Background: an optimization exercise with open tools, aiming at small area, a short achievable clock period and few clock cycles. Do not read the settings as production practice.
In this exercise RTL edits were held to simulation tests only and were not proved equivalent to the original.
No activity file was given, so power comes from the tool's default toggle rates.

## before
// sdio_spi_engine
module sdio_spi_engine (
    input  wire        clk,
    input  wire        rst,             
    input  wire        op_valid,
    output wire        op_ready,
    input  wire [7:0]  op_sel,          
    input  wire [7:0]  op_index,
    input  wire [31:0] op_arg,
    input  wire [16:0] op_count,
    input  wire [9:0]  op_block_size,
    input  wire        op_mode,
    input  wire [1:0]  op_fn,
    input  wire [2:0]  op_width,
    output wire        res_valid,
    output wire [3:0]  res_code,
    output wire [7:0]  res_status,
    output wire [7:0]  res_stuff,
    output wire        ev_valid,
    output wire [2:0]  ev_kind,
    output reg  [7:0]  ev_tx,
    input  wire        ev_ready,
    input  wire [7:0]  ev_rx,
    input  wire        wd_valid,
    output wire        wd_ready,
    input  wire [7:0]  wd_data,
    output reg         rd_valid,
    output wire [7:0]  rd_data
);
    function [6:0] crc7_byte(input [6:0] acc, input [7:0] b);
        integer k;
        reg [6:0] r;
        reg fb;
        begin
            r = acc;
            for (k = 7; k >= 0; k = k - 1) begin
                fb = b[k] ^ r[6];
                r  = {r[5:0], 1'b0};
                if (fb) r = r ^ 7'h09;
            end
            crc7_byte = r;
        end
    endfunction
    function [15:0] crc16_byte(input [15:0] acc, input [7:0] b);
        integer k;
        reg [15:0] r;
        begin
            r = acc ^ {b, 8'h00};
            for (k = 0; k < 8; k = k + 1) begin
                if (r[15]) r = {r[14:0], 1'b0} ^ 16'h1021;
                else       r = {r[14:0], 1'b0};
            end
            crc16_byte = r;
        end
    endfunction
    localparam [5:0] S_CS1   = {3'd0, 3'd0},    
                     S_CS0   = {3'd0, 3'd1},    
                     S_CTX   = {3'd0, 3'd2},    
                     S_PTOK  = {3'd1, 3'd2},    
                     S_PDAT  = {3'd2, 3'd2},    
                     S_PCRC  = {3'd3, 3'd2},    
                     S_PSTOP = {3'd4, 3'd2},    
                     S_PLAST = {3'd5, 3'd2},    
                     S_RDY   = {3'd0, 3'd3},    
                     S_RESP  = {3'd1, 3'd3},    
                     S_STUFF = {3'd2, 3'd3},    
                     S_GTOK  = {3'd3, 3'd3},    
  ...
For scale: about 860 cells after synthesis, about 86 flip-flops, roughly 150 I/O pins.
export LEC_CHECK = 0
export CAP_MARGIN = 20
export CORE_MARGIN = 2
export CORE_UTILIZATION = 40
export PLACE_DENSITY = 0.75
export SETUP_SLACK_MARGIN = 2.4
export SLEW_MARGIN = 20
create_clock -name core_clock -period 5.0 [get_ports {clk}]
standard.sh (not shown) runs the stock make flow with config.mk's settings and CLKGATE_MAP_FILE= SYNTH_SCRIPT=/design/flow/synth_recipe.tcl, a recipe that flattens the netlist after the stock synthesis.
==> flow/flow/run.sh <==
#!/bin/bash
# Layout flow: the standard ORFS flow, with the port buffers that
# buffer_ports inserts made from plain sky130_fd_sc_hd__buf_1 cells
# instead of the delay-buffer cell it picks by default. The make output
# of every step goes to standard.log; ORFS keeps each tool's own log
# under orfs/logs/.
set -euo pipefail
export BUFFER_PORTS_ARGS="-buffer_cell sky130_fd_sc_hd__buf_1"
bash standard.sh finish > standard.log 2>&1
Testbench counts of before, summed over its fixed seeds: cycles 293,774.
Here is what was changed in the inputs of after compared with before.
# before
export LEC_CHECK = 0
export CAP_MARGIN = 20
export CORE_MARGIN = 2
export CORE_UTILIZATION = 40
export PLACE_DENSITY = 0.75
export SETUP_SLACK_MARGIN = 2.4
export SLEW_MARGIN = 20
create_clock -name core_clock -period 5.0 [get_ports {clk}]
# after
export LEC_CHECK = 0
export CAP_MARGIN = 20
export CORE_MARGIN = 2
export CORE_UTILIZATION = 40
export CTS_BUF_LIST = sky130_fd_sc_hd__clkbuf_8
export SETUP_SLACK_MARGIN = 2.4
export SLEW_MARGIN = 20
create_clock -name core_clock -period 5.0 [get_ports {clk}]
==> comparison <==
- Wire length of the first global-routing pass, before and after: lower on after
- | hold slack | after vs before | 0.0056 ns lower |
- Against before, leakage power summed over all cells in after came out worse.
- Between before and after, largest fanout of any net on the critical path is higher for before, after comes in under that.
- Comparing after against before, there is no change at all in post-synthesis simple-gate area fraction.
- Going from before to after, the met1 track demand over resource was found to have gone up by 2.5 points.
- Global-route usage: before and after compared, higher one is after
- Measured against each other, before and after differ in post-route non-filler standard cell count, the lower figure coming from before.
- Between before and after, total power decreased.
- Final non-filler cell area: after > before


sdio_spi_engine again, from the RTL that the note above started with.
==> flow/design.v (excerpt) <==
module sdio_spi_engine (
    input  wire        clk,
    input  wire        rst,             
    input  wire        op_valid,
    output wire        op_ready,
    input  wire [7:0]  op_sel,          
    input  wire [7:0]  op_index,
    input  wire [31:0] op_arg,
    input  wire [16:0] op_count,
    input  wire [9:0]  op_block_size,
    input  wire        op_mode,
    input  wire [1:0]  op_fn,
    input  wire [2:0]  op_width,
    output wire        res_valid,
    output wire [3:0]  res_code,
    output wire [7:0]  res_status,
    output wire [7:0]  res_stuff,
    output wire        ev_valid,
    output wire [2:0]  ev_kind,
    output reg  [7:0]  ev_tx,
    input  wire        ev_ready,
    input  wire [7:0]  ev_rx,
    input  wire        wd_valid,
    output wire        wd_ready,
    input  wire [7:0]  wd_data,
    output reg         rd_valid,
    output wire [7:0]  rd_data
);
    function [6:0] crc7_byte(input [6:0] acc, input [7:0] b);
        integer k;
        reg [6:0] r;
        reg fb;
        begin
            r = acc;
            for (k = 7; k >= 0; k = k - 1) begin
                fb = b[k] ^ r[6];
                r  = {r[5:0], 1'b0};
                if (fb) r = r ^ 7'h09;
            end
            crc7_byte = r;
        end
    endfunction
    function [15:0] crc16_byte(input [15:0] acc, input [7:0] b);
        integer k;
        reg [15:0] r;
        begin
            r = acc ^ {b, 8'h00};
            for (k = 0; k < 8; k = k + 1) begin
  ...
Settings: LEC_CHECK=0, CAP_MARGIN=20, CORE_MARGIN=2, CORE_UTILIZATION=40, SETUP_SLACK_MARGIN=2.4, SLEW_MARGIN=20; clock period 5.0 ns.
Scripts as last shown in full above: flow/flow/run.sh
Testbench counts at the start, summed over its fixed seeds: cycles 293,774.
Then changed:
Settings changed: SETUP_SLACK_MARGIN 2.4 to 2.6.
Outcome: Hold slack gets better by 0.013 ns. Core utilization rose by 4.1 points. Sequential power is about the same. Count of clock-buffer cells in the layout is unchanged. Cell area came out higher by about 8%. Routed wire length grows by 0.46%.

==> separate check: timing with driven ports <==
In the flow no input, the clock included, has a driving cell. The finished layouts below were timed again as built, in two steps. Step 1 assumes that a clkbuf_16 drives the clock port and a buf_2 every other input. Step 2 moves the port delays by t, midway between the first and last clock arrival at a register: inputs arrive t later, outputs are due t later. That takes back most of the time a late clock gives input paths. a / b / c = ideal / step 1 / step 2; a / b = the first two.
run | t (ns) | setup slack, ns | hold slack, ns | worst data-port slew with drivers (ns)
before | 0.411 | 2.308 / 2.252 / 2.025 | 0.648 / 0.648 / 0.648 | 0.06
after | 0.425 | 2.299 / 2.261 / 2.050 | 0.643 / 0.643 / 0.643 | 0.06
the first run of note 2 | 0.394 | 2.356 / 2.313 / 2.107 | 0.636 / 0.636 / 0.636 | 0.06
the second run of note 2 | 0.406 | 2.359 / 2.316 / 2.206 | 0.649 / 0.649 / 0.649 | 0.07
After both steps setup and hold are still met in every run listed. For before, which loses most, drivers alone change the setup slack by -0.056 ns; drivers and shift together by -0.283 ns.
